Source: an optimization exercise on an open RTL-to-GDS flow (aim: small area). Production flows keep margins and buffers that such runs may drop.
At most, simulation tests tie the RTL to the original design; equivalence was not proved.
The RTL of run 1 was laid out without a check of its function.
Power figures rest on the tool's default switching activity, not on a simulated workload.

==> design.v <==
module tw_prim (
    input  wire       clk,
    input  wire       rst,
    input  wire [2:0] go,          
    input  wire       rep,         
    input  wire       cfg,         
    input  wire       rd,          
    input  wire [8:0] ld,          
    input  wire       ldok,        
    input  wire [1:0] scl_pin,
    input  wire [1:0] sda_pin,
    input  wire [1:0] speed,
    output wire       idle,        
    output reg        err,         
    output reg        arb,         
    output reg  [8:0] sh,
    output wire       ev_valid,
    input  wire       ev_ready,
    output reg  [2:0] ev_kind,
    output reg  [1:0] ev_pin,
    output wire [7:0] ev_arg,
    input  wire       smp_level
);
    localparam [2:0] EV_CFG = 3'd0, EV_LOW = 3'd1, EV_REL = 3'd2, EV_SMP = 3'd3, EV_WAIT = 3'd4;
    localparam [4:0]
        S_IDLE    = 5'd0,
        SR_RELSDA = 5'd1,  SR_W = 5'd2,  SR_RELSCL = 5'd3,
        SI_RELSDA = 5'd4,  SI_RELSCL = 5'd5,  SI_W = 5'd6,  SI_SMP = 5'd7,
        ST_W1 = 5'd8, ST_LOWSDA = 5'd9, ST_W2 = 5'd10, ST_LOWSCL = 5'd11, ST_W3 = 5'd12,
        SP_LOWSDA = 5'd13, SP_W1 = 5'd14, SP_RELSCL = 5'd15, SP_W2 = 5'd16, SP_RELSDA = 5'd17,
        SP_W3 = 5'd18,
        B_SDA = 5'd19, B_LOW1 = 5'd20, B_W1 = 5'd21, B_REL = 5'd22, B_WL = 5'd23, B_SMP = 5'd24,
        B_LOW2 = 5'd25, B_W2 = 5'd26,
        X_SCL = 5'd27,    
        X_SDA = 5'd28,    
        L_BYTE = 5'd29;   
    reg  [4:0] ps;
    reg        sw;            
    reg  [3:0] polls;
    reg  [3:0] bitn;
    assign idle = (ps == S_IDLE);
    wire fire = ev_valid & ev_ready;
    wire [7:0] s_delay = (speed == 2'd0) ? 8'd40 : (speed == 2'd1) ? 8'd20 :
                         (speed == 2'd2) ? 8'd10 : 8'd5;
    assign ev_arg = (ps == B_WL) ? {s_delay[6:0], 1'b0} : s_delay;
    reg evv;
    always @(*) begin
        evv     = 1'b1;
        ev_kind = EV_WAIT;
        ev_pin  = sda_pin;
        case (ps)
            SR_RELSDA, SI_RELSDA, SP_RELSDA:
                ev_kind = EV_REL;
            X_SDA:
                ev_kind = cfg ? EV_CFG : EV_REL;
            SR_RELSCL, SI_RELSCL, SP_RELSCL, B_REL:
                begin ev_kind = EV_REL; ev_pin = scl_pin; end
            X_SCL:
                begin ev_kind = cfg ? EV_CFG : EV_REL; ev_pin = scl_pin; end
            SI_SMP, B_SMP:
                ev_kind = EV_SMP;
            ST_LOWSDA, SP_LOWSDA:
                ev_kind = EV_LOW;
            ST_LOWSCL, B_LOW1, B_LOW2:
                begin ev_kind = EV_LOW; ev_pin = scl_pin; end
            B_SDA:
                ev_kind = sh[8] ? EV_REL : EV_LOW;
            SR_W, SI_W, ST_W1, ST_W2, ST_W3, SP_W1, SP_W2, SP_W3, B_W1, B_WL, B_W2: ;
            default: evv = 1'b0;
        endcase
        if (sw) begin
            ev_kind = EV_SMP;
            ev_pin  = scl_pin;
        end
    end
    assign ev_valid = evv | sw;
    wire bit8   = (bitn == 4'd8);
    wire smpbit = rd ^ bit8;                     
    wire [4:0] ps1 = ps + 5'd1;
    always @(posedge clk) begin
        if (sw) begin
            if (fire) begin
                if (smp_level) begin
                    sw <= 1'b0;
                end else if (polls == 4'd11) begin
                    sw  <= 1'b0;
                    err <= 1'b1;
                    ps  <= X_SCL;
                end else begin
                    polls <= polls + 4'd1;
                end
            end
        end else if (fire) begin
            ps <= ps1;
            case (ps)
                SR_RELSCL: begin ps <= ST_W1; sw <= 1'b1; polls <= 4'd0; end
                SI_SMP: begin
                    if (smp_level) begin
                        sw <= 1'b1; polls <= 4'd0;
                    end else begin
                        ps <= X_SCL; err <= 1'b1; arb <= 1'b1;
                    end
                end
                ST_W3:     ps <= X_SDA;
                SP_RELSCL, B_REL: begin sw <= 1'b1; polls <= 4'd0; end
                B_WL: begin
                    if (!smpbit) begin
                        ps <= B_LOW2;
                        if (!bit8)
                            sh <= {sh[7:0], 1'b0};
                    end
                end
                B_SMP:     sh <= {sh[7:0], smp_level};
                B_W2: begin
                    bitn <= bitn + 4'd1;
                    if (bit8)
                        ps <= rd ? X_SDA : S_IDLE;
                    else
                        ps <= B_SDA;
                end
                SP_W3, X_SDA: ps <= S_IDLE;
                default: ;
            endcase
        end
        if (ps == L_BYTE && ldok) begin
            ps   <= B_SDA;
            bitn <= 4'd0;
            sh   <= ld;
        end
        if (go != 3'd0) begin
            err <= 1'b0;
            arb <= 1'b0;
            case (go)
                3'd1:    ps <= rep ? SR_RELSDA : SI_RELSDA;
                3'd2:    ps <= SP_LOWSDA;
                3'd3:    ps <= L_BYTE;
                default: ps <= X_SCL;
            endcase
        end
        if (rst) begin
            ps <= S_IDLE;
            sw <= 1'b0;
        end
    end
endmodule
module tw_ring #(
    parameter W     = 8,
    parameter NLANE = 16,
    parameter AW    = 4
) (
    input  wire          clk,
    input  wire          ins,        
    input  wire [W-1:0]  din,
    input  wire [AW-1:0] rsel,       
    output wire [W-1:0]  dout
);
    reg [W-1:0] lane [0:NLANE-1];
    integer p;
    always @(posedge clk) begin
        lane[0] <= ins ? din : lane[NLANE-1];
        for (p = 1; p < NLANE; p = p + 1)
            lane[p] <= lane[p-1];
    end
    assign dout = lane[rsel];
endmodule
module tw_txring (
    input  wire       clk,
    input  wire       clr,         
    input  wire       we,
    input  wire [3:0] wsel,
    input  wire [7:0] wdata,
    output wire [8:0] lane0
);
    reg  [8:0] lane [0:15];
    integer p;
    always @(posedge clk) begin
        for (p = 0; p < 16; p = p + 1) begin
            if (we && wsel == p)
                lane[p] <= {1'b1, wdata};
            else if (p == 0)
                lane[p] <= {lane[15][8] & ~clr, lane[15][7:0]};
            else
                lane[p] <= lane[p-1];
        end
    end
    assign lane0 = lane[0];
endmodule
module tw_master (
    input  wire        clk,
    input  wire        rst,
    input  wire        cmd_valid,
    output wire        cmd_ready,
    input  wire [31:0] cmd,
    output reg         done,
    output wire [7:0]  status,
    output reg  [7:0]  result,
    output wire        faulted,
    output wire [7:0]  fault_reason,
    input  wire        tx_we,
    input  wire [3:0]  tx_addr,
    input  wire [7:0]  tx_data,
    output wire        ev_valid,
    input  wire        ev_ready,
    output wire [2:0]  ev_kind,
    output wire [1:0]  ev_pin,
    output wire [7:0]  ev_arg,
    input  wire        smp_level,
    output reg         tw_init,
    output reg         tw_in_tx,
    output reg  [1:0]  tw_speed,
    input  wire [3:0]  rx_idx,
    output wire [7:0]  rx_data,
    output reg  [3:0]  dev_count,
    input  wire [2:0]  dl_idx,
    output wire [6:0]  dl_addr
);
    localparam [3:0] C_INIT = 4'h0, C_SPEED = 4'h1, C_START = 4'h2, C_STOP = 4'h3,
                     C_WB = 4'h4, C_RB = 4'h5, C_WBS = 4'h6, C_RBS = 4'h7,
                     C_SRW = 4'h8, C_SW = 4'h9, C_SR = 4'hA, C_SCAN = 4'hB, C_FREE = 4'hC;
    localparam [1:0] K_SRW = 2'd0, K_SW = 2'd1, K_SR = 2'd2, K_SCAN = 2'd3;
    localparam [3:0] ST_OK = 4'h0, ST_CONFLICT = 4'h1, ST_ARB = 4'h3, ST_LCS = 4'h4,
                     ST_NOACK = 4'h5, ST_OUTSIDE = 4'h9, ST_OOM = 4'hB;
    localparam [2:0] G_NONE = 3'd0, G_START = 3'd1, G_STOP = 3'd2, G_BYTE = 3'd3, G_FF = 3'd4;
    localparam [4:0]
        P_IDLE = 5'd0, P_CFG = 5'd1, P_START = 5'd2, P_STOP = 5'd3, P_WB = 5'd4, P_RB = 5'd5,
        P_CHK = 5'd6, P_WBS = 5'd8, P_RBS = 5'd9, P_FFNA = 5'd10,
        P_SRW_S = 5'd11, P_SRW_A = 5'd12, P_SRW_P = 5'd13, P_REG = 5'd14, P_SCAN_P = 5'd15,
        P_SCAN_E = 5'd16;
    reg  [3:0] rot;           
    reg        init;          
    reg  [4:0] ph;
    reg  [1:0] op;
    reg  [7:0] opa;
    reg  [7:0] opb;           
    reg  [1:0] scl_pin;
    reg  [1:0] sda_pin;
    reg  [3:0] st;
    reg  [3:0] fr;
    wire clr = rst | init;
    assign status       = {4'd0, st};
    assign fault_reason = {4'd0, fr};
    assign faulted      = |fr;
    assign cmd_ready    = (ph == P_IDLE) & ~faulted & ~init;
    wire [8:0] tx0;
    tw_txring u_tx (
        .clk(clk), .clr(clr), .we(tx_we & cmd_ready), .wsel(rot + 4'd1 - tx_addr),
        .wdata(tx_data), .lane0(tx0)
    );
    wire [3:0] irot   = rot - opb[3:0];
    wire       txslot = (irot == 4'd0);          
    wire       rxslot = (irot == 4'd15);         
    wire       dlslot = (irot[2:0] == 3'd7);     
    reg  [2:0] go;
    reg  [8:0] ld;
    wire       p_idle, p_err, p_arb;
    wire [8:0] sh;
    tw_prim u_prim (
        .clk(clk), .rst(rst), .go(go),
        .rep(tw_in_tx & (ph != P_SRW_P) & (ph != P_SCAN_P)),
        .cfg(ph == P_CFG), .rd((ph == P_RB) || (ph == P_RBS)), .ld(ld),
        .ldok((ph != P_WBS) || txslot),
        .scl_pin(scl_pin), .sda_pin(sda_pin), .speed(tw_speed),
        .idle(p_idle), .err(p_err), .arb(p_arb), .sh(sh),
        .ev_valid(ev_valid), .ev_ready(ev_ready), .ev_kind(ev_kind), .ev_pin(ev_pin),
        .ev_arg(ev_arg), .smp_level(smp_level)
    );
    wire       rx_ins;
    wire [7:0] rx_out;
    tw_ring #(.W(8), .NLANE(16), .AW(4)) u_rx (
        .clk(clk), .ins(rx_ins | clr), .din(clr ? 8'd0 : sh[7:0]),
        .rsel(rot - rx_idx), .dout(rx_out)
    );
    assign rx_data = init ? 8'd0 : rx_out;
    wire       dl_ins;
    tw_ring #(.W(7), .NLANE(8), .AW(3)) u_dl (
        .clk(clk), .ins(dl_ins), .din(opa[6:0]),
        .rsel(rot[2:0] - dl_idx), .dout(dl_addr)
    );
    wire [7:0] c_a = cmd[23:16];
    wire [7:0] c_b = cmd[15:8];
    wire [7:0] c_c = cmd[7:0];
    wire [3:0] c_o = cmd[27:24];
    reg c_legal, c_reserved;
    always @(*) begin
        c_legal    = (cmd[31:28] == 4'h1) && (c_o <= C_FREE);
        c_reserved = 1'b0;
        case (c_o)
            C_INIT:             c_reserved = (c_c != 8'd0);
            C_SPEED:            c_reserved = (cmd[23:18] != 6'd0) || (cmd[15:0] != 16'd0);
            C_START, C_STOP, C_SCAN, C_FREE:
                                c_reserved = (cmd[23:0] != 24'd0);
            C_WB, C_WBS, C_RBS: c_reserved = (cmd[15:0] != 16'd0);
            C_RB:               c_reserved = (cmd[23:17] != 7'd0) || (cmd[15:0] != 16'd0);
            C_SRW:              c_reserved = (cmd[15:9] != 7'd0) || (c_c != 8'd0);
            C_SW, C_SR:         c_reserved = c_a[7] || (c_c != 8'd0);
            default:            c_reserved = 1'b0;
        endcase
    end
    wire c_needs_init = !(c_o == C_INIT || c_o == C_SPEED || c_o == C_STOP || c_o == C_FREE);
    wire c_byte_xfer  = (c_o[3:2] == 2'b01);
    wire c_len_op     = (c_o[3:1] == 3'b011);
    reg [3:0] c_fault;
    always @(*) begin
        if (!c_legal)                                  c_fault = 4'h1;
        else if (c_reserved)                           c_fault = 4'h2;
        else if (c_needs_init && !tw_init)             c_fault = 4'h3;
        else if (c_byte_xfer && !tw_in_tx)             c_fault = 4'h4;
        else if (c_len_op && c_a > 8'd16)              c_fault = 4'h9;
        else if (c_o == C_INIT && (c_a[7:2] != 6'd0 || c_b[7:2] != 6'd0))
                                                       c_fault = 4'h5;
        else if (c_o == C_INIT && c_a[1:0] == c_b[1:0]) c_fault = 4'h6;
        else                                           c_fault = 4'h0;
    end
    wire last_i    = ({1'b0, opb[3:0]} + 5'd1 == opa[4:0]);
    wire scan      = (op == K_SCAN);
    wire scan_last = (opa[6:0] == 7'h77);
    wire nack      = sh[0];
    wire accept    = cmd_valid & cmd_ready;
    wire at_end    = p_idle && (ph != P_IDLE);
    assign rx_ins = at_end && (ph == P_RBS) && !p_err && rxslot;
    assign dl_ins = at_end && (ph == P_SCAN_P) && !p_err && !dev_count[3] && dlslot;
    always @(*) begin
        case (ph)
            P_WB:    ld = {opa, 1'b1};
            P_RB:    ld = {8'hFF, opa[0]};
            P_WBS:   ld = {tx0[7:0], 1'b1};
            P_RBS:   ld = {8'hFF, last_i};
            P_SRW_A: ld = (op == K_SRW) ? {opa, 1'b1} : {opa[6:0], opa[7], 1'b1};
            default: ld = {opb, 1'b1};        
        endcase
    end
    reg [4:0] nph;       
    reg       fin;       
    always @(*) begin
        nph = ph;
        fin = 1'b0;
        go  = G_NONE;
        if (ph == P_IDLE) begin
            if (accept && c_fault == 4'h0) begin
                case (c_o)
                    C_INIT:  if (tw_init) fin = 1'b1;
                             else begin nph = P_CFG; go = G_FF; end
                    C_START: begin nph = P_START; go = G_START; end
                    C_STOP:  if (!tw_in_tx) fin = 1'b1;
                             else begin nph = P_STOP; go = G_STOP; end
                    C_WB:    begin nph = P_WB; go = G_BYTE; end
                    C_RB:    begin nph = P_RB; go = G_BYTE; end
                    C_WBS, C_RBS:
                             if (c_a == 8'd0) fin = 1'b1;
                             else if (c_o == C_WBS) nph = P_CHK;
                             else begin nph = P_RBS; go = G_BYTE; end
                    C_SRW, C_SW, C_SR, C_SCAN:
                             begin nph = P_SRW_S; go = G_START; end
                    default: fin = 1'b1;         
                endcase
            end
        end else if (ph == P_CHK) begin
            if (txslot) begin
                if (!tx0[8])
                    nph = P_IDLE;                
                else if (last_i) begin
                    nph = P_WBS; go = G_BYTE;
                end
            end
        end else if (at_end) begin
            case (ph)
                P_WBS:
                    if (p_err) fin = 1'b1;
                    else if (nack) begin nph = P_FFNA; go = G_FF; end
                    else if (last_i) fin = 1'b1;
                    else go = G_BYTE;
                P_RBS:
                    if (p_err || rxslot && last_i) fin = 1'b1;
                    else if (rxslot) go = G_BYTE;
                P_SRW_S:
                    if (p_err) fin = 1'b1;
                    else begin nph = P_SRW_A; go = G_BYTE; end
                P_SRW_A:
                    if (p_err) fin = 1'b1;
                    else if (nack) begin
                        if (op != K_SRW || opb[0]) begin nph = P_SRW_P; go = G_STOP; end
                        else fin = 1'b1;
                    end else begin
                        case (op)
                            K_SW:    begin nph = P_REG; go = G_BYTE; end
                            K_SR:    if (opa[7]) fin = 1'b1;
                                     else begin nph = P_REG; go = G_BYTE; end
                            K_SCAN:  begin nph = P_SCAN_P; go = G_STOP; end
                            default: fin = 1'b1;
                        endcase
                    end
                P_SRW_P:
                    if (!scan) fin = 1'b1;
                    else if (scan_last) nph = P_SCAN_E;
                    else begin nph = P_SRW_S; go = G_START; end
                P_REG:
                    if (p_err) fin = 1'b1;
                    else if (nack) begin nph = P_FFNA; go = G_FF; end
                    else if (op == K_SR) begin nph = P_SRW_S; go = G_START; end
                    else fin = 1'b1;
                P_SCAN_P:
                    if (p_err || dev_count[3]) fin = 1'b1;
                    else if (dlslot) begin
                        if (scan_last) nph = P_SCAN_E;
                        else begin nph = P_SRW_S; go = G_START; end
                    end
                default:
                    fin = 1'b1;      
            endcase
        end
        if (fin)
            nph = P_IDLE;
    end
    always @(posedge clk) begin
        rot <= rot + 4'd1;
        if (rot == 4'd15)
            init <= 1'b0;
        done <= fin;
        ph   <= nph;
        if (ph == P_IDLE) begin
            if (accept) begin
                op  <= c_o[1:0];
                opa <= (c_o == C_SCAN) ? 8'h08 : c_a;
                opb <= c_b;
                st  <= ST_OK;
                fr  <= c_fault;
                if (c_fault == 4'h0) begin
                    case (c_o)
                        C_INIT: begin
                            if (tw_init && !(c_a[1:0] == scl_pin && c_b[1:0] == sda_pin))
                                st <= ST_CONFLICT;
                            if (!tw_init) begin
                                scl_pin <= c_a[1:0];
                                sda_pin <= c_b[1:0];
                            end
                        end
                        C_SPEED: tw_speed <= c_a[1:0];
                        C_STOP:  if (!tw_in_tx) st <= ST_OUTSIDE;
                        C_SCAN, C_FREE: dev_count <= 4'd0;
                        default: ;
                    endcase
                end
            end
        end else if (ph == P_CHK) begin
            if (nph == P_IDLE)
                fr <= 4'hA;
            if (txslot)
                opb[3:0] <= last_i ? 4'd0 : opb[3:0] + 4'd1;
        end else if (at_end) begin
            if (p_err && ph != P_SCAN_E)
                st <= p_arb ? ST_ARB : ST_LCS;
            if (go == G_BYTE && (ph == P_WBS || ph == P_RBS))
                opb[3:0] <= opb[3:0] + 4'd1;
            case (ph)
                P_CFG: begin
                    tw_speed <= 2'd1;
                    tw_init  <= 1'b1;
                end
                P_START, P_SRW_S: begin
                    tw_in_tx <= !p_err;
                    if (p_err && ph == P_SRW_S && scan) dev_count <= 4'd0;
                end
                P_WB, P_RB: begin
                    if (p_err) tw_in_tx <= 1'b0;
                    else result <= sh[7:0];
                end
                P_SRW_A: begin
                    if (p_err) begin
                        tw_in_tx <= 1'b0;
                        if (scan) dev_count <= 4'd0;
                    end else if (nack && !(op != K_SRW || opb[0]))
                        st <= ST_NOACK;
                end
                P_SRW_P: begin
                    tw_in_tx <= 1'b0;
                    st <= scan ? ST_OK : ST_NOACK;
                    if (nph == P_SRW_S) opa[6:0] <= opa[6:0] + 7'd1;
                end
                P_REG:
                    if (p_err) tw_in_tx <= 1'b0;
                    else if (!nack && op == K_SR) opa[7] <= 1'b1;
                P_SCAN_P: begin
                    tw_in_tx <= 1'b0;
                    if (p_err || dev_count[3])
                        dev_count <= 4'd0;
                    else if (dlslot) begin
                        dev_count <= dev_count + 4'd1;
                        opb[3:0]  <= opb[3:0] + 4'd1;
                        opa[6:0]  <= opa[6:0] + 7'd1;
                    end
                    if (!p_err && dev_count[3])
                        st <= ST_OOM;
                end
                P_SCAN_E:
                    result <= {4'd0, dev_count};
                default: begin   
                    if (ph != P_WBS && ph != P_RBS || p_err)
                        tw_in_tx <= 1'b0;
                    if (ph == P_FFNA)
                        st <= ST_NOACK;
                end
            endcase
        end
        if (rst) begin
            rot       <= 4'd1;
            init      <= 1'b1;
            ph        <= P_IDLE;
            done      <= 1'b0;
            st        <= ST_OK;
            fr        <= 4'd0;
            result    <= 8'd0;
            tw_init   <= 1'b0;
            tw_in_tx  <= 1'b0;
            tw_speed  <= 2'd0;
            dev_count <= 4'd0;
        end
    end
endmodule
==> flow/run.sh <==
#!/bin/bash
# Own layout flow: the standard ORFS flow, with two changes to how the
# layout is made:
#  - technology mapping in synthesis uses ABC's area-oriented mapper (amap)
#    instead of ORFS's default ABC script (flip-flop mapping is unchanged);
#  - port buffers use sky130_fd_sc_hd__buf_1.
# Each tool's full output goes to a log file in the work folder.
set -euo pipefail
W=$(pwd)
rm -rf "$W/scripts_local"
cp -r "$FLOW_HOME/scripts" "$W/scripts_local"
cp "$W/flow/abc_area.script" "$W/scripts_local/abc_area.script"
export SCRIPTS_DIR="$W/scripts_local"
export BUFFER_PORTS_ARGS="-buffer_cell sky130_fd_sc_hd__buf_1"
export CTS_ARGS="-sink_clustering_enable -repair_clock_nets -sink_clustering_size 30 -sink_clustering_max_diameter 60 -dont_use_dummy_load"
bash "$W/standard.sh" synth > "$W/synth.log" 2>&1
bash "$W/standard.sh" > "$W/layout.log" 2>&1
==> flow/abc_area.script <==
strash
dch -f
amap
topo
==> standard.sh <==
#!/bin/bash
# synth_recipe.tcl (not shown) runs the flow's synth.tcl, then flattens the netlist and writes it again
# the make line also repeats each setting of config.mk as NAME=value (left out here)
make -C /OpenROAD-flow-scripts/flow DESIGN_CONFIG=/design/flow/config.mk WORK_HOME=/design/flow/orfs CLKGATE_MAP_FILE= SYNTH_SCRIPT=/design/flow/synth_recipe.tcl "${@:-finish}"
==> config.mk <==
export PLATFORM = sky130hd
export DESIGN_NAME = tw_master
export DESIGN_NICKNAME = tw_master
export VERILOG_FILES = /design/flow/design.v
export SDC_FILE = /design/flow/constraint.sdc
export NUM_CORES = 4
export LEC_CHECK = 0
export ABC_AREA = 1
export CAP_MARGIN = 20
export CORE_MARGIN = 2
export CORE_UTILIZATION = 40
export SLEW_MARGIN = 20
==> constraint.sdc <==
create_clock -name core_clock -period 10.0 [get_ports {clk}]
set_input_delay 2.0000 -clock core_clock [delete_from_list [all_inputs] [get_ports {clk}]]
set_output_delay 2.0000 -clock core_clock [all_outputs]
set_load 0.01 [all_outputs]
==> summary.md, run 1 <==
| Metric | Value |
|---|---|
| Port buffer count | around 110 |
| Worst Skew | 64.0 ps |
| Non-filler cells, final | 2331 |
| Placed cell count | 2303 |
| Sequential share of the synthesized area | a little over half |
| Crit path max fanout | 9 |
| Max_cap viols | 0 |
| Starting density of the core | 40.7% |
| Most frequent cells in the layout | dfxtp_1 (375), nor2_1 (206), clkinv_1 (200) |
| Initial antenna violation count | 0 |
| Static Leak | just over 6 nW |
| Mapped Avg Cell Area | 9.55 um2 |
| Core area | slightly below 40000 um2 |
| RR Startpoint | ph[1] |
| CP Cell Sequence | buf_1 > clkinv_1 > ha_1 > a21oi_1 > nor2_1 > nor2_1 > nand2_1 > o21ai_0 > buf_4 > clkinv_1 > nor4_2 > clkinv_1 > nor2b_1 > a2111oi_0 > a41oi_1 > buf_1 |
| Headroom to the max-slew limit | 29.1% |
| Slew Limit Fails | 0 |
| Sum of buffers and inverters on the critical path | 6 |
| Cells after Synth | around 1700 |
| Overall Power | slightly below 0.004 W |
| Worst Setup Start Kind | input pin |
| TritonCTS Sinks | slightly above 400 |
| GPL Wtd Cong | between 0.9 and 1 |
| GRT Util Overall | around a fifth |
| Row count | 72 |
| Asr flop ratio synth | 0% |
| CP endpoint kind | output port |
| Critical path endpoint | rx_data[0] |
| Die width | a little over 200 um |
| Type of the most critical hold path | register to register |
| Main synth FF type | dfxtp_1 |
| Die ar. | 41000 um2 |
| Post-route ant nets | 0 |
| CTS tree | done |
| Maximum vdd drop | between 0.1 and 0.15 mV |
| Synth-to-layout area growth | 12.3% |
| TritonCTS buffer count | 28 |
| # DRC | 0 |
| HPWL Detailed | roughly 33000 um |
| Synth top area cells | dfxtp_1 (48%), o22a_1 (7.2%), edfxtp_1 (6.7%) |
| Setup TNS | 0 ps |
| Top delay family on crit path | simple AND/OR/NAND/NOR gates |
| Initial drt markers | between 1000 and 1500 |
| First-pass GRT wire length | between 60000 and 70000 um |
| GR Overflow Total | 0 |
| CP Launch Point | rx_idx[1] |
| Status | finished clean |
| Clock-pin slew on the worst setup and hold paths | ~100 ps |
| Pwr/cell area | ~220 nW/um2 |
| Cts repair resizes | 0 |
| Fin crit period | slightly above 7000 ps |
| Root Buffer | clkbuf_16 |
| Reg2reg path depth | 15 |
| Synth Register Bits | 410 |
| Worst EP arrival | 5120 ps |
| H-Tree Depth | 1 |
| Hold_buf cts | 0 |
| Post-Syn Area | between 15000 and 20000 um2 |
| Reg2reg end | fr[1] |
| WS Path Type | input pin to output port |
| Worst-Margin Slew | about 1100 ps |
| Synth top area share | a little under half |
| # diodes | 0 |
| Most common cell after layout, fill and taps aside | dfxtp_1 |
| RSZ-0062 raised after global routing | false |
| Most common cell on crit path | clkinv_1 |
| Via density | roughly 5.7 |
| Post-CTS setup buffer count | 0 |
| Dominant cell type by area after synthesis | dfxtp_1 |
| Fin. Hold Viols | 0 |
| Vias in the first global route | 12548 |
| Nets | about 1900 |
| Die height | approximately 200 um |
| Min-delay src | u_rx.lane[1][6] |
| Layout cell share with drive strength beyond 1 | between 3 and 4% |
| Max clock buf depth | 3 |
| Vias | 13264 |
| Library cells used by synthesis | 52 |
| Levels on crit path | 16 |
| CP max stage delay | between 800 and 900 ps |
| Pin count of the biggest net entering global routing | 36 |
| Final wirelength | about 45000 um |
| Pre-antenna DRT Iters | 5 |
| Boundary Pins | around 120 |
| Setup Viol. Count Final | 0 |
| Clk Latency, worst-skew pair | around 590 ps |
| CP Data Required Time | around 8000 ps |
| Worst reg2reg setup slack | approximately 5000 ps |
| EDFF count, synth | 35 |
| Worst path slowest cell | nor4_2 |
| Max Fclk | 140 MHz |
| Layout Utilization | between 40% and 50% |
| Ys Warns | 8 |
| Period utilisation layout | between 70% and 80% |
| Drt wl/cell | ~19 um |
## how the worst min path moves through the flow
stage          slack, ps  depth (start not counted)                to
6_report             310                          0   u_rx.lane[2][6]
5_1_grt              310                          0   u_rx.lane[2][6]
4_1_cts              320                          0   u_rx.lane[2][6]
3_5_place_dp         330                          0   u_rx.lane[4][0]
3_3_place_gp         330                          0   u_rx.lane[3][5]
2_1_floorplan        320                          0  u_rx.lane[14][4]
## flip-flops by register name, summed over array words and instances, names as in the netlist, 2 cells and up
name	count
u_prim.ps	5
op	2
u_prim.polls	4
u_prim.bitn	4
fr	4
dev_count	4
opa	8
result	8
scl_pin	2
u_dl.lane	56
u_rx.lane	128
sda_pin	2
ph	5
opb	8
u_tx.lane	144
rot	4
u_prim.sh	9
st	4
tw_speed	2
## cell usage after synthesis, drive strengths merged, types with 7 or more instances
| master | n |
|---|---|
| clkinv | 200 |
| nor4 | 36 |
| nand2 | 88 |
| o22ai | 42 |
| a221o | 7 |
| a211oi | 11 |
| or3 | 16 |
| nand3 | 33 |
| nor2b | 10 |
| edfxtp | 35 |
| a222oi | 14 |
| buf | 9 |
| a22oi | 35 |
| dfxtp | 375 |
| o22a | 129 |
| a221oi | 20 |
| ha | 29 |
| nand4 | 12 |
| nor3 | 62 |
| or4 | 9 |
| or2 | 22 |
| nor2 | 206 |
| a2111oi | 9 |
| a22o | 11 |
| o221ai | 10 |
| a31oi | 16 |
| o21ai | 71 |
| a21oi | 72 |
| o211ai | 8 |
## final cells by class
cell class | instances | area [um2]
clock buffer | 28 | 701
fill | 3766 | 21000
inverter | 200 | 751
multi-input combinational | 1040 | 6440
sequential | 410 | 8560
tap | 518 | 648
timing repair buffer | 135 | 598
## cells by family (layout without fill, tap and decap cells)
logic type | Yosys count | count (layout) | share of synthesized area (%)
AND/OR/NAND/NOR | 503 | 503 | 14.7
adder cells (fa/ha/maj) | 33 | 33 | 2.81
flip-flops | 410 | 410 | 54.3
other | 1 | 9 | 0.0238
AO/OA/AOI/OAI | 495 | 495 | 23.0
buffers and inverters | 209 | 363 | 5.19
## through the flow
step	area [um2]	hold WS, ps	setup slack (ps)
6_report	17700	313	2880
5_1_grt	17700	312	2480
4_1_cts	17700	316	2830
3_5_place_dp	17000	331	2840
3_3_place_gp	17000	331	2550
2_1_floorplan	15800	324	2980
## metal layers
metal  vias to the layer above  track usage (%)  part of all wire, %  wire [um]
met5                         -                0                    0          0
met2                       475             33.4                   44      19900
li1                       6408                -                    -          -
met4                         0             6.28                  2.7       1220
met3                        84             3.47                  6.4       2880
met1                      6297             30.1                   46      20700
## power by group
group          switching (W)  internal [W]  total [W]
Combinational       0.000727      0.000328    0.00106
Clock               0.000515      0.000492    0.00101
Sequential         0.0000592       0.00174    0.00180
==> run 2: changes to the inputs <==
--- a/design.v
+++ b/design.v
@@ -169,18 +169,25 @@
     input  wire       we,
     input  wire [3:0] wsel,
     input  wire [7:0] wdata,
-    output wire [8:0] lane0
+    output wire [8:0] lane0        
 );
-    reg  [8:0] lane [0:15];
+    reg  [8:0]  lane [0:15];
+    wire [8:0]  wd = {1'b1, wdata};
+    wire [15:0] sel;
+    genvar g;
+    for (g = 0; g < 16; g = g + 1) begin : gs
+        assign sel[g] = we && (wsel == g);
+    end
     integer p;
     always @(posedge clk) begin
         for (p = 0; p < 16; p = p + 1) begin
-            if (we && wsel == p)
-                lane[p] <= {1'b1, wdata};
+            if (p % 2 == 1)
+                lane[p] <= ~(({9{sel[p]}} & wd) | ({9{~sel[p]}} & lane[p-1]));
             else if (p == 0)
-                lane[p] <= {lane[15][8] & ~clr, lane[15][7:0]};
+                lane[p] <= ~(({9{sel[0]}} & ~wd) |
+                             ({9{~sel[0]}} & {lane[15][8] | clr, lane[15][7:0]}));
             else
-                lane[p] <= lane[p-1];
+                lane[p] <= ~(({9{sel[p]}} & ~wd) | ({9{~sel[p]}} & lane[p-1]));
         end
     end
     assign lane0 = lane[0];
@@ -237,13 +244,14 @@
     reg  [3:0] st;
     reg  [3:0] fr;
     wire clr = rst | init;
+    wire [3:0] rot1 = rot + 4'd1;
     assign status       = {4'd0, st};
     assign fault_reason = {4'd0, fr};
     assign faulted      = |fr;
     assign cmd_ready    = (ph == P_IDLE) & ~faulted & ~init;
     wire [8:0] tx0;
     tw_txring u_tx (
-        .clk(clk), .clr(clr), .we(tx_we & cmd_ready), .wsel(rot + 4'd1 - tx_addr),
+        .clk(clk), .clr(clr), .we(tx_we & cmd_ready), .wsel(rot1 - tx_addr),
         .wdata(tx_data), .lane0(tx0)
     );
     wire [3:0] irot   = rot - opb[3:0];
@@ -311,7 +319,8 @@
         else if (c_o == C_INIT && c_a[1:0] == c_b[1:0]) c_fault = 4'h6;
         else                                           c_fault = 4'h0;
     end
-    wire last_i    = ({1'b0, opb[3:0]} + 5'd1 == opa[4:0]);
+    wire [4:0] opb1 = {1'b0, opb[3:0]} + 5'd1;
+    wire last_i    = (opb1 == opa[4:0]);
     wire scan      = (op == K_SCAN);
     wire scan_last = (opa[6:0] == 7'h77);
     wire nack      = sh[0];
@@ -412,7 +421,7 @@
             nph = P_IDLE;
     end
     always @(posedge clk) begin
-        rot <= rot + 4'd1;
+        rot <= rot1;
         if (rot == 4'd15)
             init <= 1'b0;
         done <= fin;
@@ -445,12 +454,12 @@
             if (nph == P_IDLE)
                 fr <= 4'hA;
             if (txslot)
-                opb[3:0] <= last_i ? 4'd0 : opb[3:0] + 4'd1;
+                opb[3:0] <= last_i ? 4'd0 : opb1[3:0];
         end else if (at_end) begin
             if (p_err && ph != P_SCAN_E)
                 st <= p_arb ? ST_ARB : ST_LCS;
             if (go == G_BYTE && (ph == P_WBS || ph == P_RBS))
-                opb[3:0] <= opb[3:0] + 4'd1;
+                opb[3:0] <= opb1[3:0];
             case (ph)
                 P_CFG: begin
                     tw_speed <= 2'd1;
@@ -484,8 +493,8 @@
                     if (p_err || dev_count[3])
                         dev_count <= 4'd0;
                     else if (dlslot) begin
-                        dev_count <= dev_count + 4'd1;
-                        opb[3:0]  <= opb[3:0] + 4'd1;
+                        dev_count <= opb1[3:0];      
+                        opb[3:0]  <= opb1[3:0];
                         opa[6:0]  <= opa[6:0] + 7'd1;
                     end
                     if (!p_err && dev_count[3])
--- a/flow/run.sh
+++ b/flow/run.sh
@@ -12,6 +12,6 @@
 cp "$W/flow/abc_area.script" "$W/scripts_local/abc_area.script"
 export SCRIPTS_DIR="$W/scripts_local"
 export BUFFER_PORTS_ARGS="-buffer_cell sky130_fd_sc_hd__buf_1"
-export CTS_ARGS="-sink_clustering_enable -repair_clock_nets -sink_clustering_size 30 -sink_clustering_max_diameter 60 -dont_use_dummy_load"
+export CTS_ARGS="-sink_clustering_enable -repair_clock_nets -sink_clustering_size 35 -sink_clustering_max_diameter 60 -dont_use_dummy_load"
 bash "$W/standard.sh" synth > "$W/synth.log" 2>&1
 bash "$W/standard.sh" > "$W/layout.log" 2>&1
==> flow/abc_area.script (replaced) <==
strash
dc2
dch -f
amap -F 10 -A 30
topo
==> run 2 against run 1 <==
- sequential power increased by 3%
- sequential share of layout area increased by 2.3 points
- fmax increased by 3.5%
- register-to-register slack got worse by 600 ps
- clock-buffer cell count decreased by 3
- still clean
- clock power decreased by 6%
- via count decreased by 2.9%
- hold slack got worse by 9.2 ps
- final area decreased by 4.5%
- first-iteration DRC count increased by 40%
- setup slack improved by 240 ps
==> summary.md, run 2 <==
| Metric | Value |
|---|---|
| Synth top area share | 49.5% (+1.9 points) |
| First-pass GRT wire length | 70500 um (+0.85%) |
| Nets | 1832 (-3.8%) |
| Vias | 12879 (-2.9%) |
| Levels on crit path | 14 (-2) |
| GRT Util Overall | 22.9% (+1.7 points) |
| Cts repair resizes | 0 (unchanged) |
| Layout cell share with drive strength beyond 1 | 2.18% (-0.96 points) |
| Static Leak | 5.91 nW (-5.0%) |
| Main synth FF type | dfxtp_1 |
| Reg2reg end | u_prim.ps[3] |
| Starting density of the core | 40.4% (-0.26 points) |
| Die ar. | 39500 um2 (-3.8%) |
| Top delay family on crit path | compound AO/OA/AOI/OAI gates |
| CP Launch Point | rx_idx[1] |
| Maximum vdd drop | 0.122 mV (-16%) |
| Worst path slowest cell | nor2_1 |
| Type of the most critical hold path | register to register |
| Worst EP arrival | 4880 ps (-240 ps) |
| Dominant cell type by area after synthesis | dfxtp_1 |
| RSZ-0062 raised after global routing | false |
| Post-CTS setup buffer count | 0 (unchanged) |
| Most common cell after layout, fill and taps aside | dfxtp_1 |
| Reg2reg path depth | 19 (+4) |
| Asr flop ratio synth | 0% (unchanged) |
| Library cells used by synthesis | 57 (+9.6%) |
| CP Data Required Time | 8000 ps (about the same) |
| Setup TNS | 0 ps (unchanged) |
| Hold path depth | 0 (unchanged) |
| Max_cap viols | 0 (unchanged) |
| Cells after Synth | 1594 (-3.5%) |
| Pre-antenna DRT Iters | 8 (+3) |
| Synth Register Bits | 410 (unchanged) |
| Top-count cell post-synth | dfxtp_1 |
| Pwr/cell area | 227 nW/um2 (+3.9%) |
| WS Path Type | input pin to output port |
| Root Buffer | clkbuf_16 |
| Max Fclk | 145 MHz (+3.5%) |
| CP max stage delay | 630 ps (-210 ps) |
| CP Cell Sequence | buf_1 > clkinv_1 > ha_1 > a21o_1 > a21oi_1 > o21ai_0 > or2_0 > nor2_1 > a22o_1 > a221oi_1 > nand3_1 > a221oi_1 > a41oi_1 > buf_1 |
| Critical path endpoint | rx_data[4] |
| Switching Fraction | 34.4% (+0.67 points) |
| Slew Limit Fails | 0 (unchanged) |
| Drt wl/cell | 20.3 um (+6.1%) |
| TritonCTS buffer count | 25 (-11%) |
| Int Pwr | 0.00251 W (-1.8%) |
| Register share of total power | 48.4% (+1.8 points) |
| H-Tree Depth | 1 (unchanged) |
| Die width | 199 um (-1.9%) |
| Max clock buf depth | 3 (unchanged) |
| Worst-Margin Slew | 1050 ps (-1.86 ps) |
| Overall Power | 0.00383 W (-0.80%) |
| Clock network power share | 24.7% (-1.4 points) |
| Fin crit period | 6880 ps (-242 ps) |
| Worst reg2reg setup slack | 4410 ps (-600 ps) |
| Ys Warns | 8 (unchanged) |
| RR Startpoint | opb[0] |
| TritonCTS Sinks | 410 (unchanged) |
| Most frequent cells in the layout | dfxtp_1 (375), clkinv_1 (198), nor2_1 (193) |
| Clk Latency, worst-skew pair | 590 ps (about the same) |
| # diodes | 0 (unchanged) |
| Final wirelength | 45700 um (+2.5%) |
| NetSw | 0.00132 W (+1.2%) |
| Boundary Pins | 121 (unchanged) |
| Vias in the first global route | 12261 (-2.3%) |
| GPL Wtd Cong | 0.966 (+4.6%) |
| Initial drt markers | 1523 (+40%) |
| Sum of buffers and inverters on the critical path | 3 (-3) |
| Mapped Avg Cell Area | 9.51 um2 (-0.40%) |
| Fin Hold WS | 304 ps (-9.20 ps) |
| Comb pwr share | 26.8% (-0.5 points) |
| Core area | 37500 um2 (-3.2%) |
| Port buffer count | 111 (unchanged) |
| Initial antenna violation count | 0 (unchanged) |
| Worst Skew | 75.5 ps (+11.5 ps) |
| Most instantiated cells after synthesis | dfxtp_1 (375), clkinv_1 (198), nor2_1 (193), o22ai_1 (163), nand2_1 (85) |
| Sequential share of the synthesized area | 56.5% (+2.2 points) |
| Synth-to-layout area growth | 11.5% |
| Die height | 199 um (-1.9%) |
| CP endpoint kind | output port |
| Crit path max fanout | 8 (-1) |
| Fin. Hold Viols | 0 (unchanged) |
| Period utilisation layout | 68.8% (-2.4 points) |
| Clock-pin slew on the worst setup and hold paths | 120 ps (+20 ps) |
| Top Registers | u_tx.lane (144), u_rx.lane (128), u_dl.lane (56) |
| Max reg flops | 144 (unchanged) |
| Worst Setup Start Kind | input pin |
| # DRC | 0 (unchanged) |
| Reg with most FFs | u_tx.lane |
| Headroom to the max-slew limit | 29.2% (+0.12 points) |
| Row count | 71 (-1.4%) |
| Pin count of the biggest net entering global routing | 37 (+2.8%) |
| Status | finished clean |
| Hold_buf cts | 0 (unchanged) |
| CTS tree | done |
| HPWL Detailed | 33900 um (+1.6%) |
| EDFF count, synth | 35 (unchanged) |
| Post-Syn Area | 15200 um2 (-3.8%) |
| GR Overflow Total | 0 (unchanged) |
| Synth top area cells | dfxtp_1 (50%), edfxtp_1 (6.9%), o22ai_1 (6.7%) |
| Post-route ant nets | 0 (unchanged) |
| Setup Viol. Count Final | 0 (unchanged) |
| Via density | 5.72 (+0.50%) |
==> run 2: cell families after synthesis <==
| logic type | share of synthesized area (%) |
|---|---|
| AOI/OAI and AO/OA | 22.3 |
| adders and majority gates | 2.84 |
| buffers and inverters | 5.35 |
| DFF | 56.5 |
| other | 0.0247 |
| and+or+nand+nor | 13.0 |
==> run 2: power by group through the flow <==
stage | combinational, W | clock (W) | sequential [W]
2_1_floorplan | 0.000670 | 0 | 0.00186
3_3_place_gp | 0.00100 | 0 | 0.00189
3_5_place_dp | 0.00101 | 0 | 0.00189
4_1_cts | 0.00102 | 0.000970 | 0.00185
5_1_grt | 0.00113 | 0.00103 | 0.00186
6_report | 0.00103 | 0.000947 | 0.00186
==> run 2: stage by stage <==
stage	instance area (um2)	setup slack [ps]	instances	util [%]
floorplan	15200	3850	1602	-
global placement	16300	3210	2227	43.4
detailed placement	16300	3130	2227	43.4
CTS	16900	3120	2252	45.1
global route	16900	2820	2252	45.1
finish	16900	3120	2252	45.1
==> run 2: worst min path at each step <==
| stage | start | end | slack [ps] |
|---|---|---|---|
| finish | u_rx.lane[8][7] | u_rx.lane[9][7] | 300 |
| global route | u_rx.lane[8][7] | u_rx.lane[9][7] | 310 |
| CTS | u_rx.lane[8][7] | u_rx.lane[9][7] | 310 |
| detailed placement | u_rx.lane[14][0] | u_rx.lane[15][0] | 340 |
| global placement | u_rx.lane[7][5] | u_rx.lane[8][5] | 330 |
| floorplan | u_rx.lane[0][0] | u_rx.lane[1][0] | 330 |
==> run 2: area by class of cell <==
| cell class | count | area (um2) |
|---|---|---|
| clock buffer | 25 | 626 |
| multi-input combinational | 985 | 5820 |
| inverter | 198 | 743 |
| tap | 511 | 639 |
| timing repair buffer | 123 | 508 |
| fill | 3723 | 20600 |
| sequential | 410 | 8560 |
==> run 2: metal layers <==
metal	up-vias	share of wire (%)	track usage, %
met5	-	0	0
met4	0	2.4	6.08
met3	81	6.5	3.22
met2	509	44	36.5
met1	6088	47	32.6
li1	6201	-	-
==> run 3: changes to the inputs <==
--- a/flow/run.sh
+++ b/flow/run.sh
@@ -12,6 +12,6 @@
 cp "$W/flow/abc_area.script" "$W/scripts_local/abc_area.script"
 export SCRIPTS_DIR="$W/scripts_local"
 export BUFFER_PORTS_ARGS="-buffer_cell sky130_fd_sc_hd__buf_1"
-export CTS_ARGS="-sink_clustering_enable -repair_clock_nets -sink_clustering_size 35 -sink_clustering_max_diameter 60 -dont_use_dummy_load"
+export CTS_ARGS="-sink_clustering_enable -repair_clock_nets -sink_clustering_size 30 -sink_clustering_max_diameter 60 -dont_use_dummy_load"
 bash "$W/standard.sh" synth > "$W/synth.log" 2>&1
 bash "$W/standard.sh" > "$W/layout.log" 2>&1
--- a/config.mk
+++ b/config.mk
@@ -8,5 +8,5 @@
 export ABC_AREA = 1
 export CAP_MARGIN = 20
 export CORE_MARGIN = 2
-export CORE_UTILIZATION = 40
+export CORE_UTILIZATION = 60
 export SLEW_MARGIN = 20
==> run 3 against run 2 <==
- non-clock buffer count shrank 2
- largest cell class unchanged
- register-to-register slack gained 220 ps
- first-iteration DRC count rose by 16%
- final cell count fell by 8.0%
- sequential share of layout area is 0.62 points higher
- still clean
- setup slack worse by 110 ps
- sequential power barely moved
- hold slack improved by 30 ps
- final area down 1.2%
- clock power rose by 1%
- clock skew shrank 3.5 ps
- utilization up 22 points
==> summary.md, run 3 <==
| Metric | Value |
|---|---|
| Via density | 6.38 (+12%) |
| Cells after Synth | 1594 (unchanged) |
| Boundary Pins | 121 (unchanged) |
| Initial drt markers | 1764 (+16%) |
| Max Fclk | 143 MHz (-1.6%) |
| Worst EP arrival | 4990 ps (+110 ps) |
| Crit path max fanout | 12 (+4) |
| Most frequent cells in the layout | dfxtp_1 (375), clkinv_1 (198), nor2_1 (193) |
| TritonCTS Sinks | 410 (unchanged) |
| CTS tree | done |
| Max reg flops | 144 (unchanged) |
| Most common cell after layout, fill and taps aside | dfxtp_1 |
| Pin count of the biggest net entering global routing | 37 (unchanged) |
| Clock-pin slew on the worst setup and hold paths | 90 ps (-30 ps) |
| WS Path Type | input pin to output port |
| Mapped Avg Cell Area | 9.51 um2 (unchanged) |
| GRT Util Overall | 32.8% (+9.9 points) |
| Worst path slowest cell | clkinv_1 |
| Pre-antenna DRT Iters | 8 (unchanged) |
| Hold_buf cts | 0 (unchanged) |
| Die ar. | 26500 um2 (-33%) |
| Asr flop ratio synth | 0% (unchanged) |
| Sequential share of the synthesized area | 56.5% (unchanged) |
| HPWL Detailed | 32300 um (-4.7%) |
| Drt wl/cell | 21.3 um (+4.8%) |
| Cell Area, Placed | 16000 um2 (-1.5%) |
| Status | finished clean |
| Row count | 58 (-18%) |
| Register Area | 8560 um2 (unchanged) |
| Cts repair resizes | 0 (unchanged) |
| Post-Syn Area | 15200 um2 (unchanged) |
| Top Registers | u_tx.lane (144), u_rx.lane (128), u_dl.lane (56) |
| RSZ-0062 raised after global routing | false |
| Worst Skew | 71.9 ps (-3.53 ps) |
| Main synth FF type | dfxtp_1 |
| Core area | 25000 um2 (-33%) |
| Port buffer count | 111 (unchanged) |
| Top-count cell post-synth | dfxtp_1 |
| Vias | 13215 (+2.6%) |
| CP max stage delay | 520 ps (-110 ps) |
| Max clock buf depth | 3 (unchanged) |
| CP Cell Sequence | buf_1 > clkinv_1 > ha_1 > a21o_1 > a21oi_1 > nand2_1 > o21ai_0 > nand2_1 > nor2_1 > clkinv_1 > o21ai_0 > nor4bb_1 > a41oi_1 > buf_1 |
| Nets | 1831 (-0.055%) |
| Slew Limit Fails | 0 (unchanged) |
| Static Leak | 5.91 nW (about the same) |
| Max_cap viols | 0 (unchanged) |
| Filler cells | 2081 (-44%) |
| Ys Warns | 8 (unchanged) |
| EDFF count, synth | 35 (unchanged) |
| Fin. Hold Viols | 0 (unchanged) |
| Worst Setup Start Kind | input pin |
| Multi-input gate area | 5830 um2 (+0.19%) |
| Starting density of the core | 60.7% (+20 points) |
| First-pass GRT wire length | 68500 um (-2.8%) |
| GPL Wtd Cong | 1.04 (+8.1%) |
| Reg with most FFs | u_tx.lane |
| Vias in the first global route | 12496 (+1.9%) |
| Library cells used by synthesis | 57 (unchanged) |
| Setup Viol. Count Final | 0 (unchanged) |
| Clk Latency, worst-skew pair | 560 ps (-30 ps) |
| Final wirelength | 44100 um (-3.6%) |
| Post-route ant nets | 0 (unchanged) |
| Post-CTS setup buffer count | 0 (unchanged) |
| Maximum vdd drop | 0.168 mV (+37%) |
| GR Overflow Total | 0 (unchanged) |
| Setup TNS | 0 ps (unchanged) |
| Pwr/cell area | 230 nW/um2 (+1.5%) |
| Period utilisation layout | 69.9% (+1.1 points) |
| Layout cell share with drive strength beyond 1 | 2.24% (+0.059 points) |
| Die width | 163 um (-18%) |
| CP endpoint kind | output port |
| TritonCTS buffer count | 26 (+4.0%) |
| Finished Cell Area | 16700 um2 (-1.2%) |
| H-Tree Depth | 1 (unchanged) |
| Fin crit period | 6990 ps (+111 ps) |
| Initial antenna violation count | 0 (unchanged) |
| Worst-Margin Slew | 1070 ps (+16.3 ps) |
| Synth Register Bits | 410 (unchanged) |
| Synth top area share | 49.5% (unchanged) |
| Synth-to-layout area growth | 10.1% |
| Dominant cell type by area after synthesis | dfxtp_1 |
| Headroom to the max-slew limit | 28.0% (-1.2 points) |
| # DRC | 0 (unchanged) |
| Type of the most critical hold path | register to register |
| Root Buffer | clkbuf_16 |
| Most instantiated cells after synthesis | dfxtp_1 (375), clkinv_1 (198), nor2_1 (193), o22ai_1 (163), nand2_1 (85) |
| Synth top area cells | dfxtp_1 (50%), edfxtp_1 (6.9%), o22ai_1 (6.7%) |
| Die height | 163 um (-18%) |
| CP Data Required Time | 8000 ps (about the same) |
## run 3: changes by cell type in the layout (fill, tap and decap cells not counted), sizes merged
cell / before / now
buf: 122 / 120
diode: 0 / 1
clkbuf: 26 / 27
## run 3: kinds of logic (layout without fill, tap and decap cells)
family / after synthesis / count (layout) / synth area share [%]
AOI/OAI and AO/OA: 506 / 506 / 22.3
other: 1 / 10 / 0.0247
DFF: 410 / 410 / 56.5
and+or+nand+nor: 438 / 438 / 13.0
buffers and inverters: 207 / 345 / 5.35
adders and majority gates: 32 / 32 / 2.84
## run 3: stage by stage
stage | hold slack (ps) | cells | setup WS [ps] | total power (W) | utilization [%]
5_1_grt | 336 | 2070 | 2780 | 0.00402 | 66.8
6_report | 333 | 2071 | 3010 | 0.00384 | 66.8
3_5_place_dp | 331 | 2044 | 3090 | 0.00288 | 64.2
2_1_floorplan | 326 | 1602 | 3850 | 0.00253 | -
3_3_place_gp | 330 | 2044 | 3190 | 0.00288 | 64.2
4_1_cts | 334 | 2070 | 3070 | 0.00382 | 66.8
## run 3: final timing paths
check | to | from | slack (ps) | cells past startpoint
worst max-delay path | rx_data[7] | rx_idx[1] | 3010 | 14
worst min-delay path | u_rx.lane[12][2] | u_rx.lane[11][2] | 330 | 0
worst max register to register | opa[1] | opb[0] | 4630 | 19
worst min register to register | u_rx.lane[12][2] | u_rx.lane[11][2] | 330 | 0
## run 3: metal layers
metal / up-vias / wire, um / GRT usage [%]
li1: 6171 / - / -
met1: 6226 / 19100 / 46.5
met2: 712 / 19800 / 51.9
met3: 106 / 3930 / 5.17
met4: 0 / 1260 / 10.1
met5: - / 0 / 0
## run 3: power by group
part	internal [W]	total, W	switching [W]
combinational	0.000311	0.00103	0.000720
sequential	0.00176	0.00185	0.0000927
clock	0.000459	0.000957	0.000498
## run 3: layout make-up
cell class / instances / share of cell area, %
diodes: 1 / 0.0150
clock buffers: 26 / 3.90
inverters: 198 / 4.45
multi-input cells: 985 / 34.9
flip-flops and latches: 410 / 51.3
well taps: 330 / 2.47
repair buffers: 121 / 2.95
## run 3: worst max-delay path: cells and delay by family
family                   cells  cell delay (ps)
adder cells (fa/ha/maj)      1              340
AND/OR/NAND/NOR              4              830
AO/OA/AOI/OAI                5              930
buffers and inverters        4              890
==> run 4: changes to the inputs <==
--- a/config.mk
+++ b/config.mk
@@ -8,5 +8,5 @@
 export ABC_AREA = 1
 export CAP_MARGIN = 20
 export CORE_MARGIN = 2
-export CORE_UTILIZATION = 60
+export CORE_UTILIZATION = 40
 export SLEW_MARGIN = 20
==> run 4 against run 3 <==
- synthesized cell count stayed put
- register-to-register slack got worse by 230 ps
- final cell count increased by 8.8%
- clock power rose by 3.0%
- die area rose by 49%
- routed wire length rose by 4.0%
- utilization decreased by 22 points
- power is 0.82% higher
- largest cell class unchanged
- largest power group unchanged
- highest routed layer unchanged
==> summary.md, run 4 <==
| Metric | Value |
|---|---|
| Asr flop ratio synth | 0% (unchanged) |
| Top-count cell post-synth | dfxtp_1 |
| First-pass GRT wire length | 70600 um (+3.1%) |
| Worst Skew | 56.1 ps (-15.8 ps) |
| Pre-antenna DRT Iters | 6 (-2) |
| Cts repair resizes | 0 (unchanged) |
| Root Buffer | clkbuf_16 |
| Worst-Margin Slew | 1080 ps (+9.96 ps) |
| Max clock buf depth | 3 (unchanged) |
| Nets | 1834 (+0.16%) |
| Post-Syn Area | 15200 um2 (unchanged) |
| GRT Util Overall | 22.9% (-9.9 points) |
| Die ar. | 39500 um2 (+49%) |
| Filler cells | 3719 (+79%) |
| Worst Setup Start Kind | input pin |
| Cell Area, Placed | 16300 um2 (+1.5%) |
| Crit path max fanout | 8 (-4) |
| Max Fclk | 144 MHz (+0.94%) |
| Boundary Pins | 121 (unchanged) |
| Top Registers | u_tx.lane (144), u_rx.lane (128), u_dl.lane (56) |
| GR Overflow Total | 0 (unchanged) |
| Post-CTS setup buffer count | 0 (unchanged) |
| Type of the most critical hold path | register to register |
| HPWL Detailed | 33900 um (+5.0%) |
| Initial antenna violation count | 0 (unchanged) |
| CP Data Required Time | 8000 ps (about the same) |
| H-Tree Depth | 1 (unchanged) |
| Die height | 199 um (+22%) |
| CTS tree | done |
| Port buffer count | 111 (unchanged) |
| Synth-to-layout area growth | 11.8% |
| Most instantiated cells after synthesis | dfxtp_1 (375), clkinv_1 (198), nor2_1 (193), o22ai_1 (163), nand2_1 (85) |
| Synth Register Bits | 410 (unchanged) |
| Max reg flops | 144 (unchanged) |
| Clk Latency, worst-skew pair | 570 ps (about the same) |
| Reg with most FFs | u_tx.lane |
| Vias | 12919 (-2.2%) |
| Cells after Synth | 1594 (unchanged) |
| Fin. Hold Viols | 0 (unchanged) |
| Max_cap viols | 0 (unchanged) |
| Fin crit period | 6930 ps (-65.2 ps) |
| Main synth FF type | dfxtp_1 |
| Sequential share of the synthesized area | 56.5% (unchanged) |
| Final wirelength | 45800 um (+4.0%) |
| # DRC | 0 (unchanged) |
| Pwr/cell area | 229 nW/um2 (-0.68%) |
| Library cells used by synthesis | 57 (unchanged) |
| Die width | 199 um (+22%) |
| # diodes | 0 (-1) |
| WS Path Type | input pin to output port |
| Layout cell share with drive strength beyond 1 | 2.29% (+0.054 points) |
| Dominant cell type by area after synthesis | dfxtp_1 |
| Post-route ant nets | 0 (unchanged) |
| Mapped Avg Cell Area | 9.51 um2 (unchanged) |
| Most common cell after layout, fill and taps aside | dfxtp_1 |
| Finished Cell Area | 16900 um2 (+1.5%) |
| Most frequent cells in the layout | dfxtp_1 (375), clkinv_1 (198), nor2_1 (193) |
| Headroom to the max-slew limit | 27.4% (-0.56 points) |
| Pin count of the biggest net entering global routing | 37 (unchanged) |
| Synth top area share | 49.5% (unchanged) |
| Setup Viol. Count Final | 0 (unchanged) |
| Worst EP arrival | 4930 ps (-60 ps) |
| Vias in the first global route | 12279 (-1.7%) |
| Maximum vdd drop | 0.120 mV (-28%) |
| Period utilisation layout | 69.3% (-0.65 points) |
| Setup TNS | 0 ps (unchanged) |
| Ys Warns | 8 (unchanged) |
| Core area | 37500 um2 (+50%) |
| Layout Utilization | 45.2% (-22 points) |
| GPL Wtd Cong | 0.966 (-7.5%) |
| Starting density of the core | 40.4% (-20 points) |
| Non-filler cells, final | 2254 (+8.8%) |
| TritonCTS Sinks | 410 (unchanged) |
| Status | finished clean |
| Initial drt markers | 1438 (-18%) |
| Row count | 71 (+22%) |
| EDFF count, synth | 35 (unchanged) |
| Placed cell count | 2227 (+9.0%) |
| Clock-pin slew on the worst setup and hold paths | 100 ps (about the same) |
| Via density | 5.73 (-10%) |
| CP endpoint kind | output port |
| Drt wl/cell | 20.3 um (-4.5%) |
| TritonCTS buffer count | 27 (+3.8%) |
| Static Leak | 5.93 nW (+0.35%) |
| Hold_buf cts | 0 (unchanged) |
| Slew Limit Fails | 0 (unchanged) |
| Synth top area cells | dfxtp_1 (50%), edfxtp_1 (6.9%), o22ai_1 (6.7%) |
| RSZ-0062 raised after global routing | false |
[run 4: cell counts after synthesis]
Identical to the previous run, type by type.
[run 4: layout make-up]
| cell class | instances | area [um2] | area share [%] |
|---|---|---|---|
| well taps | 511 | 639 | 3.77 |
| flip-flops and latches | 410 | 8560 | 50.5 |
| multi-input cells | 985 | 5820 | 34.3 |
| repair buffers | 123 | 508 | 3.00 |
| clock buffers | 27 | 676 | 3.99 |
| inverters | 198 | 743 | 4.39 |
[run 4: report_power, final]
part	leakage, nW	internal [W]	switching [W]	total, W
combinational	2.11	0.000311	0.000721	0.00103
clock	0.333	0.000475	0.000511	0.000986
sequential	3.49	0.00176	0.0000939	0.00185
total	5.93	0.00255	0.00133	0.00387
[run 4: per-stage QoR]
stage	hold slack [ps]	power (W)	worst slack, ps
floorplan	326	0.00253	3850
global placement	335	0.00289	3210
detailed placement	336	0.00290	3130
CTS	323	0.00387	3120
global route	325	0.00407	2820
finish	318	0.00387	3070
[run 4: logic make-up after synthesis]
| group | count (synthesis) | share of synthesized area, % |
|---|---|---|
| compound gates | 506 | 22.3 |
| fa+ha+maj | 32 | 2.84 |
| buf+inv | 207 | 5.35 |
| flops | 410 | 56.5 |
| other cells | 1 | 0.0247 |
| simple gates | 438 | 13.0 |
[run 4: routing by layer]
| metal | global-route usage [%] | up-vias | wire length, um |
|---|---|---|---|
| li1 | - | 6213 | - |
| met1 | 32.8 | 6102 | 21400 |
| met2 | 36.7 | 520 | 20400 |
| met3 | 2.80 | 84 | 3010 |
| met4 | 5.78 | 0 | 1110 |
| met5 | 0 | - | 0 |
[run 4: final timing paths]
| path | start | to | slack, ps | cells past startpoint |
|---|---|---|---|---|
| setup reg to reg | opb[0] | opa[5] | 4400 | 19 |
| setup / recovery | rx_idx[1] | rx_data[4] | 3070 | 14 |
| hold reg to reg | u_tx.lane[9][8] | u_tx.lane[10][8] | 320 | 1 |
| hold / removal | u_tx.lane[9][8] | u_tx.lane[10][8] | 320 | 1 |
[run 4: critical path, cell delays in order]
cell and delay, ps:
buf_1 70, clkinv_1 100, ha_1 300, a21o_1 170, a21oi_1 160, o21ai_0 170, or2_0 320, nor2_1 640
a22o_1 250, a221oi_1 50, nand3_1 140, a221oi_1 50, a41oi_1 320, buf_1 180

[port drivers added, routing unchanged]
The results above use ideal ports. As a check the final layouts listed here were re-extracted and re-timed, cells and wires unchanged.
Step 1, drivers: a clkbuf_16 drives clk and a buf_2 each remaining input, both assumed.
Step 2 times the ports against the registers' clock, not the clock port: input delays grow and output delays shrink by t, the midpoint of the rising clock arrivals with the driver on.
Three values: ideal, step 1, step 2; two values: the first two.
run | t (ns) | setup slack, ns | slew at the worst register clock pin (ns)
run 1 | 0.603 | 2.877 / 2.853 / 2.853 | 0.10 / 0.10
run 2 | 0.611 | 3.119 / 3.097 / 3.097 | 0.12 / 0.12
run 3 | 0.573 | 3.008 / 2.983 / 2.983 | 0.10 / 0.10
run 4 | 0.599 | 3.073 / 3.051 / 3.051 | 0.10 / 0.10
After both steps setup and hold are still met in every run listed. For run 3, which loses most, drivers alone change the setup slack by -0.025 ns; drivers and shift together by -0.025 ns.
